Source: an optimization exercise on an open RTL-to-GDS flow (aim: small area, a short achievable clock period and few clock cycles). Production flows keep margins and buffers that such runs may drop.
At most, simulation tests tie the RTL to the original design; equivalence was not proved.

==> v39: inputs <==
## cic_core
module cic_core (
    input  wire        clk,
    input  wire        rst,
    input  wire        start,
    input  wire        region_pal,
    input  wire        abort_req,
    input  wire [7:0]  seed,
    input  wire [47:0] checksum,    
    input  wire        pif_clk,
    input  wire        pif_din,
    output wire        drive_low,
    output wire        ready,
    output wire        busy,
    output wire        lockup,
    output reg  [1:0]  outcome
);
Settings: LEC_CHECK=0, ABC_CLOCK_PERIOD_IN_PS=2500, CAP_MARGIN=20, CORE_MARGIN=2, CORE_UTILIZATION=30, PLACE_DENSITY=0.5, SETUP_SLACK_MARGIN=4, SLEW_MARGIN=20; clock period 7.0 ns.
run.sh (not shown) runs the stock make flow with config.mk's settings and CLKGATE_MAP_FILE= SYNTH_SCRIPT=/design/flow/synth_recipe.tcl, a recipe that flattens the netlist after the stock synthesis.
==> v6 (differences from v39) <==
--- a/flow/design.v
+++ b/flow/design.v
@@ -66,23 +66,26 @@
     reg  [3:0]   r1, r2, r3, r4;    
     reg  [3:0]   m1, m2, m3, m4, m5, m6, m7, m8,
                  m9, m10, m11, m12, m13, m14, m15;    
     reg  [119:0] sm;        
     reg  [3:0]   va;        
     reg          vcy;       
     reg  [3:0]   ptr;       
     reg  [1:0]   rnd;
-    reg          cfirst;    
-    reg          act0;      
+    reg          act;       
     reg  [3:0]   cx;        
-    reg  [3:0]   p6;        
-    reg          v1, v2, v3;    
+    reg  [3:0]   qa2;       
+    reg  [3:0]   qa3;       
+    reg          qcc;       
+    reg  [3:0]   qa6;       
+    reg          vb, vc, vd, ve, vf, vg, vh;    
     reg          fall_q;    
     reg          v2s2;      
+    reg          sm_shift;  
     wire fall, rise;
     cic_xfer u_xfer (
         .clk     (clk),
         .rst     (rst),
         .rdy     (rdy),
         .pif_clk (pif_clk),
         .fall    (fall),
         .rise    (rise)
@@ -145,49 +148,43 @@
         endcase
     end
     wire [3:0] v2_a1 = va ^ {~rsh[0], 3'b000};
     wire [3:0] v2_a2 = v2_a1 + {~v2_a1[1], 2'b00};
     wire [3:0] v2_t  = v2_a2 + rsh;
     wire [3:0] v2_u  = (vcy ? r1 : r1 + 4'd7) + r1;
     wire [4:0] v2_w  = {1'b0, v2_u} + {1'b0, r1} + {4'd0, vcy};
     wire [3:0] v2_out = ~v2_w[3:0];
-    wire       g0  = cfirst | act0;
-    wire [3:0] xv  = cfirst ? m15 : cx;
-    wire [3:0] n1  = xv + m1 + 4'd1;
+    wire [3:0] n1  = cx + m1 + 4'd1;
     wire [3:0] n2  = ~(n1 + m2 + 4'd1);
-    wire [4:0] s23 = {1'b0, m2} + {1'b0, m3} + 5'd1;
-    wire       cc  = s23[4];                  
-    wire [3:0] n4a = m3 + m4;
-    wire [3:0] n5a = n4a + m5;
-    wire [3:0] n6a = {~m5[3], m5[2:0]} + (m5[3] ? 4'd0 : m6);
-    wire [3:0] n3b = s23[3:0] + m3;
-    wire [3:0] n4b = n3b + m4;
+    wire [4:0] s23 = {1'b0, qa2} + {1'b0, m3} + 5'd1;
+    wire       cc  = s23[4];
+    wire [3:0] n3  = cc ? (qa2 + {m3[2:0], 1'b1}) : s23[3:0];
+    wire [3:0] a3  = cc ? n3 : m3;
+    wire [3:0] n4  = qa3 + m4;
+    wire [3:0] n5a = qa3 + m4 + m5;
     wire [3:0] n5b = {~m4[3], m4[2:0]} + (m4[3] ? 4'd0 : m5);
-    wire [3:0] n6b = m5 + m6 + 4'd1;
-    wire [3:0] n3  = cc ? n3b : s23[3:0];
-    wire [3:0] n4  = cc ? n4b : n4a;
-    wire [3:0] n5  = cc ? n5b : n5a;
-    wire [3:0] n6  = cc ? n6b : n6a;
-    wire [3:0] a6  = cc ? n6b : m6;
-    wire [3:0] n7  = p6  + m7  + 4'd1;
+    wire [3:0] n5  = qcc ? n5b : n5a;
+    wire [3:0] n6  = (qcc ? m5 : {~m5[3], m5[2:0]}) + ((~qcc & m5[3]) ? 4'd0 : m6) + {3'd0, qcc};
+    wire [3:0] a6  = qcc ? n6 : m6;
+    wire [3:0] n7  = qa6 + m7  + 4'd1;
     wire [3:0] n8  = n7  + m8  + 4'd1;
-    wire [3:0] n9  = n8  + m9  + 4'd1;
-    wire [3:0] n10 = m9  + m10 + 4'd1;
-    wire [3:0] n11 = n10 + m11 + 4'd1;
+    wire [3:0] n9  = m8  + m9  + 4'd1;
+    wire [3:0] n10 = n9  + m10 + 4'd1;
+    wire [3:0] n11 = m10 + m11 + 4'd1;
     wire [3:0] n12 = n11 + m12 + 4'd1;
     wire [3:0] n13 = m12 + m13 + 4'd1;
     wire [3:0] n14 = n13 + m14 + 4'd1;
-    wire [3:0] n15 = n14 + m15 + 4'd1;
-    wire       rnd_end = v3 & ~v2;            
+    wire [3:0] n15 = m14 + m15 + 4'd1;
+    wire       rnd_end = vh & ~vg;            
     wire [3:0] ptr_next = rgn ? ptr - 4'd1 : ptr + 4'd1;
     wire       v2s1     = fall_q & (bc == 2'd3) & (seg == G_V2R);
-    wire       sm_shift = (fall_q & (bc == 2'd3) & (seg == G_V2T)) | v2s2;
     always @(posedge clk) begin
         v2s2 <= v2s1;
+        sm_shift <= (fall & (bc == 2'd3) & (seg == G_V2T)) | v2s1;
         if (sm_shift)
             sm <= {v2_out, sm[119:4]};
         if (v2s2) begin
             va  <= v2_out;
             vcy <= v2_w[4];
         end else if (seg == G_V2A) begin
             va  <= 4'd5;
             vcy <= 1'b1;
@@ -231,64 +228,81 @@
             m11 <= rgn ? TABLE_PAL[4*27 +: 4] : TABLE_NTSC[4*27 +: 4];
             m12 <= rgn ? TABLE_PAL[4*28 +: 4] : TABLE_NTSC[4*28 +: 4];
             m13 <= rgn ? TABLE_PAL[4*29 +: 4] : TABLE_NTSC[4*29 +: 4];
             m14 <= rgn ? TABLE_PAL[4*30 +: 4] : TABLE_NTSC[4*30 +: 4];
             m15 <= rgn ? TABLE_PAL[4*31 +: 4] : TABLE_NTSC[4*31 +: 4];
         end else if (fall_q && seg == G_INIT && nc[0] && bc == 2'd3) begin
             m1 <= rsh;                           
         end else if (seg == G_CMPC) begin
-            if (g0) begin
-                m1 <= n1;  m2 <= n2;  m3 <= n3;
-                m4 <= n4;  m5 <= n5;  m6 <= n6;
-            end
-            if (v1) begin m7  <= n7;  m8  <= n8;  m9  <= n9;  end
-            if (v2) begin m10 <= n10; m11 <= n11; m12 <= n12; end
-            if (v3) begin m13 <= n13; m14 <= n14; m15 <= n15; end
+            if (act) begin m1  <= n1;  m2  <= n2;  end
+            if (vb)  m3 <= n3;
+            if (vc)  begin m4  <= n4;  m5  <= n5;  m6  <= n6;  end
+            if (vd)  begin m7  <= n7;  m8  <= n8;  end
+            if (ve)  begin m9  <= n9;  m10 <= n10; end
+            if (vf)  begin m11 <= n11; m12 <= n12; end
+            if (vg)  begin m13 <= n13; m14 <= n14; end
+            if (vh)  m15 <= n15;
         end
         if (seg == G_CMPC) begin
-            if (g0) begin
-                p6 <= a6;
-                cx <= xv - 4'd1;
+            if (act) begin
+                qa2 <= m2;
+                cx  <= cx - 4'd1;
+            end else if (rnd_end) begin
+                cx  <= n15;                      
+            end
+            if (vb) begin
+                qa3 <= a3;
+                qcc <= cc;
             end
+            if (vc)
+                qa6 <= a6;
             if (rnd_end)
                 ptr <= (m7 == 4'd0) ? 4'd1 : m7;
         end else if (rise && seg == G_CMPB && bc[0]) begin
             ptr <= ptr_next;
+        end else begin
+            cx  <= m15;                          
         end
     end
     always @(posedge clk) begin
         if (rst) begin
             seg     <= G_IDLE;
             busy_r  <= 1'b0;
             lock_r  <= 1'b0;
             rdy     <= 1'b0;
             drv     <= 1'b0;
             outcome <= OUT_NONE;
-            cfirst  <= 1'b0;
-            act0    <= 1'b0;
-            v1      <= 1'b0;
-            v2      <= 1'b0;
-            v3      <= 1'b0;
+            act     <= 1'b0;
+            vb      <= 1'b0;
+            vc      <= 1'b0;
+            vd      <= 1'b0;
+            ve      <= 1'b0;
+            vf      <= 1'b0;
+            vg      <= 1'b0;
+            vh      <= 1'b0;
         end else begin
             if (seg == G_CMPC) begin
-                cfirst <= 1'b0;
-                if (g0)
-                    act0 <= (xv != 4'd0);
-                v1 <= g0;
-                v2 <= v1;
-                v3 <= v2;
+                if (act)
+                    act <= (cx != 4'd0);
+                vb <= act;
+                vc <= vb;
+                vd <= vc;
+                ve <= vd;
+                vf <= ve;
+                vg <= vf;
+                vh <= vg;
                 if (rnd_end) begin
                     rnd <= rnd + 2'd1;
                     if (rnd == 2'd2) begin
                         seg <= G_CMPB;
                         bc  <= 2'd0;
                         rdy <= 1'b1;
                     end else begin
-                        cfirst <= 1'b1;
+                        act <= 1'b1;
                     end
                 end
             end
             if (fall)
                 drv <= ssend & ~sbit;
             if (seg == G_IDLE) begin
                 if (start) begin
                     seg     <= G_HELLO;
@@ -338,17 +352,17 @@
                     G_CMD: if (bc[0]) begin
                         bc <= 2'd0;
                         nc <= 5'd0;
                         case (rsh[1:0])
                             2'b00: begin
                                 seg    <= G_CMPC;
                                 rdy    <= 1'b0;
                                 rnd    <= 2'd0;
-                                cfirst <= 1'b1;
+                                act    <= 1'b1;
                             end
                             2'b10: seg <= G_V2A;
                             2'b11: seg <= G_ACK;
                             default: begin
                                 seg     <= G_LOCK;
                                 lock_r  <= 1'b1;
                                 rdy     <= 1'b0;
                                 outcome <= OUT_LOCKUP;
==> flow/flow/run.sh (new file) <==
#!/bin/bash
# The standard layout, with the port buffers made of buf_2 cells (which
# the resizer may size up) instead of the default delay-buffer cell.
set -euo pipefail
export BUFFER_PORTS_ARGS="-buffer_cell sky130_fd_sc_hd__buf_2"
bash standard.sh > standard_flow.log 2>&1
==> flow/standard.sh (new file) <==
#!/bin/bash
# synth_recipe.tcl (not shown) runs the flow's synth.tcl, then flattens the netlist and writes it again
# the make line also repeats each setting of config.mk as NAME=value (left out here)
make -C /OpenROAD-flow-scripts/flow DESIGN_CONFIG=/design/flow/config.mk WORK_HOME=/design/flow/orfs CLKGATE_MAP_FILE= SYNTH_SCRIPT=/design/flow/synth_recipe.tcl "${@:-finish}"
CORE_UTILIZATION = 50   (was 30)
PLACE_DENSITY = 0.6   (was 0.5)
SETUP_SLACK_MARGIN = 4.5   (was 4)
removed: flow/run.sh
==> v15 (differences from v39) <==
--- a/flow/design.v
+++ b/flow/design.v
@@ -66,21 +66,23 @@
     reg  [3:0]   r1, r2, r3, r4;    
     reg  [3:0]   m1, m2, m3, m4, m5, m6, m7, m8,
                  m9, m10, m11, m12, m13, m14, m15;    
     reg  [119:0] sm;        
     reg  [3:0]   va;        
     reg          vcy;       
     reg  [3:0]   ptr;       
     reg  [1:0]   rnd;
-    reg          cfirst;    
-    reg          act0;      
+    reg          act;       
     reg  [3:0]   cx;        
-    reg  [3:0]   p6;        
-    reg          v1, v2, v3;    
+    reg  [3:0]   qa2;       
+    reg  [3:0]   qa4;       
+    reg          qcc;       
+    reg  [3:0]   qa6;       
+    reg          vb, vc, vd, ve, vf, vg, vh;    
     reg          fall_q;    
     reg          v2s2;      
     wire fall, rise;
     cic_xfer u_xfer (
         .clk     (clk),
         .rst     (rst),
         .rdy     (rdy),
         .pif_clk (pif_clk),
@@ -145,44 +147,36 @@
         endcase
     end
     wire [3:0] v2_a1 = va ^ {~rsh[0], 3'b000};
     wire [3:0] v2_a2 = v2_a1 + {~v2_a1[1], 2'b00};
     wire [3:0] v2_t  = v2_a2 + rsh;
     wire [3:0] v2_u  = (vcy ? r1 : r1 + 4'd7) + r1;
     wire [4:0] v2_w  = {1'b0, v2_u} + {1'b0, r1} + {4'd0, vcy};
     wire [3:0] v2_out = ~v2_w[3:0];
-    wire       g0  = cfirst | act0;
-    wire [3:0] xv  = cfirst ? m15 : cx;
-    wire [3:0] n1  = xv + m1 + 4'd1;
+    wire [3:0] n1  = cx + m1 + 4'd1;
     wire [3:0] n2  = ~(n1 + m2 + 4'd1);
-    wire [4:0] s23 = {1'b0, m2} + {1'b0, m3} + 5'd1;
-    wire       cc  = s23[4];                  
-    wire [3:0] n4a = m3 + m4;
-    wire [3:0] n5a = n4a + m5;
-    wire [3:0] n6a = {~m5[3], m5[2:0]} + (m5[3] ? 4'd0 : m6);
-    wire [3:0] n3b = s23[3:0] + m3;
-    wire [3:0] n4b = n3b + m4;
-    wire [3:0] n5b = {~m4[3], m4[2:0]} + (m4[3] ? 4'd0 : m5);
-    wire [3:0] n6b = m5 + m6 + 4'd1;
-    wire [3:0] n3  = cc ? n3b : s23[3:0];
-    wire [3:0] n4  = cc ? n4b : n4a;
-    wire [3:0] n5  = cc ? n5b : n5a;
-    wire [3:0] n6  = cc ? n6b : n6a;
-    wire [3:0] a6  = cc ? n6b : m6;
-    wire [3:0] n7  = p6  + m7  + 4'd1;
+    wire [4:0] s23 = {1'b0, qa2} + {1'b0, m3} + 5'd1;
+    wire       cc  = s23[4];
+    wire [3:0] n3  = cc ? (qa2 + {m3[2:0], 1'b1}) : s23[3:0];
+    wire [3:0] n4  = cc ? (qa2 + {m3[2:0], 1'b1} + m4) : (m3 + m4);
+    wire [3:0] a4  = cc ? m4 : n4;
+    wire [3:0] n5  = (qcc ? {~qa4[3], qa4[2:0]} : qa4) + ((qcc & qa4[3]) ? 4'd0 : m5);
+    wire [3:0] n6  = (qcc ? m5 : {~m5[3], m5[2:0]}) + ((~qcc & m5[3]) ? 4'd0 : m6) + {3'd0, qcc};
+    wire [3:0] a6  = qcc ? n6 : m6;
+    wire [3:0] n7  = qa6 + m7  + 4'd1;
     wire [3:0] n8  = n7  + m8  + 4'd1;
-    wire [3:0] n9  = n8  + m9  + 4'd1;
-    wire [3:0] n10 = m9  + m10 + 4'd1;
-    wire [3:0] n11 = n10 + m11 + 4'd1;
+    wire [3:0] n9  = m8  + m9  + 4'd1;
+    wire [3:0] n10 = n9  + m10 + 4'd1;
+    wire [3:0] n11 = m10 + m11 + 4'd1;
     wire [3:0] n12 = n11 + m12 + 4'd1;
     wire [3:0] n13 = m12 + m13 + 4'd1;
     wire [3:0] n14 = n13 + m14 + 4'd1;
-    wire [3:0] n15 = n14 + m15 + 4'd1;
-    wire       rnd_end = v3 & ~v2;            
+    wire [3:0] n15 = m14 + m15 + 4'd1;
+    wire       rnd_end = vh & ~vg;            
     wire [3:0] ptr_next = rgn ? ptr - 4'd1 : ptr + 4'd1;
     wire       v2s1     = fall_q & (bc == 2'd3) & (seg == G_V2R);
     wire       sm_shift = (fall_q & (bc == 2'd3) & (seg == G_V2T)) | v2s2;
     always @(posedge clk) begin
         v2s2 <= v2s1;
         if (sm_shift)
             sm <= {v2_out, sm[119:4]};
         if (v2s2) begin
@@ -231,64 +225,81 @@
             m11 <= rgn ? TABLE_PAL[4*27 +: 4] : TABLE_NTSC[4*27 +: 4];
             m12 <= rgn ? TABLE_PAL[4*28 +: 4] : TABLE_NTSC[4*28 +: 4];
             m13 <= rgn ? TABLE_PAL[4*29 +: 4] : TABLE_NTSC[4*29 +: 4];
             m14 <= rgn ? TABLE_PAL[4*30 +: 4] : TABLE_NTSC[4*30 +: 4];
             m15 <= rgn ? TABLE_PAL[4*31 +: 4] : TABLE_NTSC[4*31 +: 4];
         end else if (fall_q && seg == G_INIT && nc[0] && bc == 2'd3) begin
             m1 <= rsh;                           
         end else if (seg == G_CMPC) begin
-            if (g0) begin
-                m1 <= n1;  m2 <= n2;  m3 <= n3;
-                m4 <= n4;  m5 <= n5;  m6 <= n6;
-            end
-            if (v1) begin m7  <= n7;  m8  <= n8;  m9  <= n9;  end
-            if (v2) begin m10 <= n10; m11 <= n11; m12 <= n12; end
-            if (v3) begin m13 <= n13; m14 <= n14; m15 <= n15; end
+            if (act) begin m1  <= n1;  m2  <= n2;  end
+            if (vb)  begin m3  <= n3;  m4  <= n4;  end
+            if (vc)  begin m5  <= n5;  m6  <= n6;  end
+            if (vd)  begin m7  <= n7;  m8  <= n8;  end
+            if (ve)  begin m9  <= n9;  m10 <= n10; end
+            if (vf)  begin m11 <= n11; m12 <= n12; end
+            if (vg)  begin m13 <= n13; m14 <= n14; end
+            if (vh)  m15 <= n15;
         end
         if (seg == G_CMPC) begin
-            if (g0) begin
-                p6 <= a6;
-                cx <= xv - 4'd1;
+            if (act) begin
+                qa2 <= m2;
+                cx  <= cx - 4'd1;
+            end else if (rnd_end) begin
+                cx  <= n15;                      
+            end
+            if (vb) begin
+                qa4 <= a4;
+                qcc <= cc;
             end
+            if (vc)
+                qa6 <= a6;
             if (rnd_end)
                 ptr <= (m7 == 4'd0) ? 4'd1 : m7;
         end else if (rise && seg == G_CMPB && bc[0]) begin
             ptr <= ptr_next;
+        end else begin
+            cx  <= m15;                          
         end
     end
     always @(posedge clk) begin
         if (rst) begin
             seg     <= G_IDLE;
             busy_r  <= 1'b0;
             lock_r  <= 1'b0;
             rdy     <= 1'b0;
             drv     <= 1'b0;
             outcome <= OUT_NONE;
-            cfirst  <= 1'b0;
-            act0    <= 1'b0;
-            v1      <= 1'b0;
-            v2      <= 1'b0;
-            v3      <= 1'b0;
+            act     <= 1'b0;
+            vb      <= 1'b0;
+            vc      <= 1'b0;
+            vd      <= 1'b0;
+            ve      <= 1'b0;
+            vf      <= 1'b0;
+            vg      <= 1'b0;
+            vh      <= 1'b0;
         end else begin
             if (seg == G_CMPC) begin
-                cfirst <= 1'b0;
-                if (g0)
-                    act0 <= (xv != 4'd0);
-                v1 <= g0;
-                v2 <= v1;
-                v3 <= v2;
+                if (act)
+                    act <= (cx != 4'd0);
+                vb <= act;
+                vc <= vb;
+                vd <= vc;
+                ve <= vd;
+                vf <= ve;
+                vg <= vf;
+                vh <= vg;
                 if (rnd_end) begin
                     rnd <= rnd + 2'd1;
                     if (rnd == 2'd2) begin
                         seg <= G_CMPB;
                         bc  <= 2'd0;
                         rdy <= 1'b1;
                     end else begin
-                        cfirst <= 1'b1;
+                        act <= 1'b1;
                     end
                 end
             end
             if (fall)
                 drv <= ssend & ~sbit;
             if (seg == G_IDLE) begin
                 if (start) begin
                     seg     <= G_HELLO;
@@ -338,17 +349,17 @@
                     G_CMD: if (bc[0]) begin
                         bc <= 2'd0;
                         nc <= 5'd0;
                         case (rsh[1:0])
                             2'b00: begin
                                 seg    <= G_CMPC;
                                 rdy    <= 1'b0;
                                 rnd    <= 2'd0;
-                                cfirst <= 1'b1;
+                                act    <= 1'b1;
                             end
                             2'b10: seg <= G_V2A;
                             2'b11: seg <= G_ACK;
                             default: begin
                                 seg     <= G_LOCK;
                                 lock_r  <= 1'b1;
                                 rdy     <= 1'b0;
                                 outcome <= OUT_LOCKUP;
CORE_UTILIZATION = 50   (was 30)
CTS_BUF_LIST = sky130_fd_sc_hd__clkbuf_4 sky130_fd_sc_hd__clkbuf_8   (was default)
PLACE_DENSITY = 0.6   (was 0.5)
==> results.json <==
{
  "outcome": "no timing/DRC/antenna violations",
  "pg_clk_mw": 1.46,
  "die_area_mm2": 0.02842,
  "power.switching_uw": 783.9,
  "vias": 9132,
  "design_area_mm2": 0.01555
}
Source of the figures above: v6

==> results.json <==
{
  "outcome": "no timing/DRC/antenna violations",
  "vias": 9254,
  "num-nonclk-buffers": 90,
  "overflow": 0,
  "seq_area_mm2": 0.007276,
  "design_area_mm2": 0.01576,
  "power.switching_uw": 782.0,
  "die_area_mm2": 0.02844
}
Source of the figures above: v15

==> results.json <==
{
  "design_area_mm2": 0.01601,
  "drive_gt1_frac": 0.09672,
  "power.switching_uw": 713.1,
  "start_kind": "flop",
  "vias": 9205,
  "cts_tree": "yes",
  "outcome": "no timing/DRC/antenna violations",
  "coreArea_mm2": 0.04422,
  "pg_clk_mw": 1.56,
  "multi_input_cells": 801,
  "synth-main-ff-cell": "edfxtp_1",
  "crit_required_ps": 7290
}
Source of the figures above: v39

Testbench counts of v39, summed over its fixed seeds: cycles 46,608.
Testbench counts of v15, summed over its fixed seeds: cycles 47,364.
For v6, only the layout was checked, not whether the RTL still works.

what the ideal ports hide:
In the flow no input, the clock included, has a driving cell. The finished layouts below were timed again as built, in two steps. Step 1 (the two cells are an assumption about what drives the block):
set clk [get_ports {clk}]
set_driving_cell -lib_cell sky130_fd_sc_hd__clkbuf_16 $clk
set_driving_cell -lib_cell sky130_fd_sc_hd__buf_2 [delete_from_list [all_inputs] $clk]
Step 2, shift: input delay + t, output delay - t, t = (earliest + latest rising clock arrival at the registers) / 2. This alone moves slack from input paths to output paths. Slacks: ideal ports / drivers / drivers and shift; pairs: ideal ports / drivers.
| run | shift t [ns] | setup slack, ns | hold slack, ns | latest minus earliest clock arrival (ns) | worst slew at a driven data input, ns |
|---|---|---|---|---|---|
| v39 | 0.593 | 3.971 / 3.971 / 3.657 | 0.412 / 0.412 / 0.412 | 0.017 / 0.017 | 0.07 |
| v6 | 0.595 | 4.510 / 4.492 / 4.117 | 0.413 / 0.413 / 0.413 | 0.015 / 0.015 | 0.04 |
| v15 | 0.605 | 3.986 / 3.986 / 3.591 | 0.408 / 0.408 / 0.408 | 0.014 / 0.014 | 0.05 |
After both steps setup and hold are still met in every run listed. For v15, which loses most, drivers alone change the setup slack by 0.000 ns; drivers and shift together by -0.395 ns.
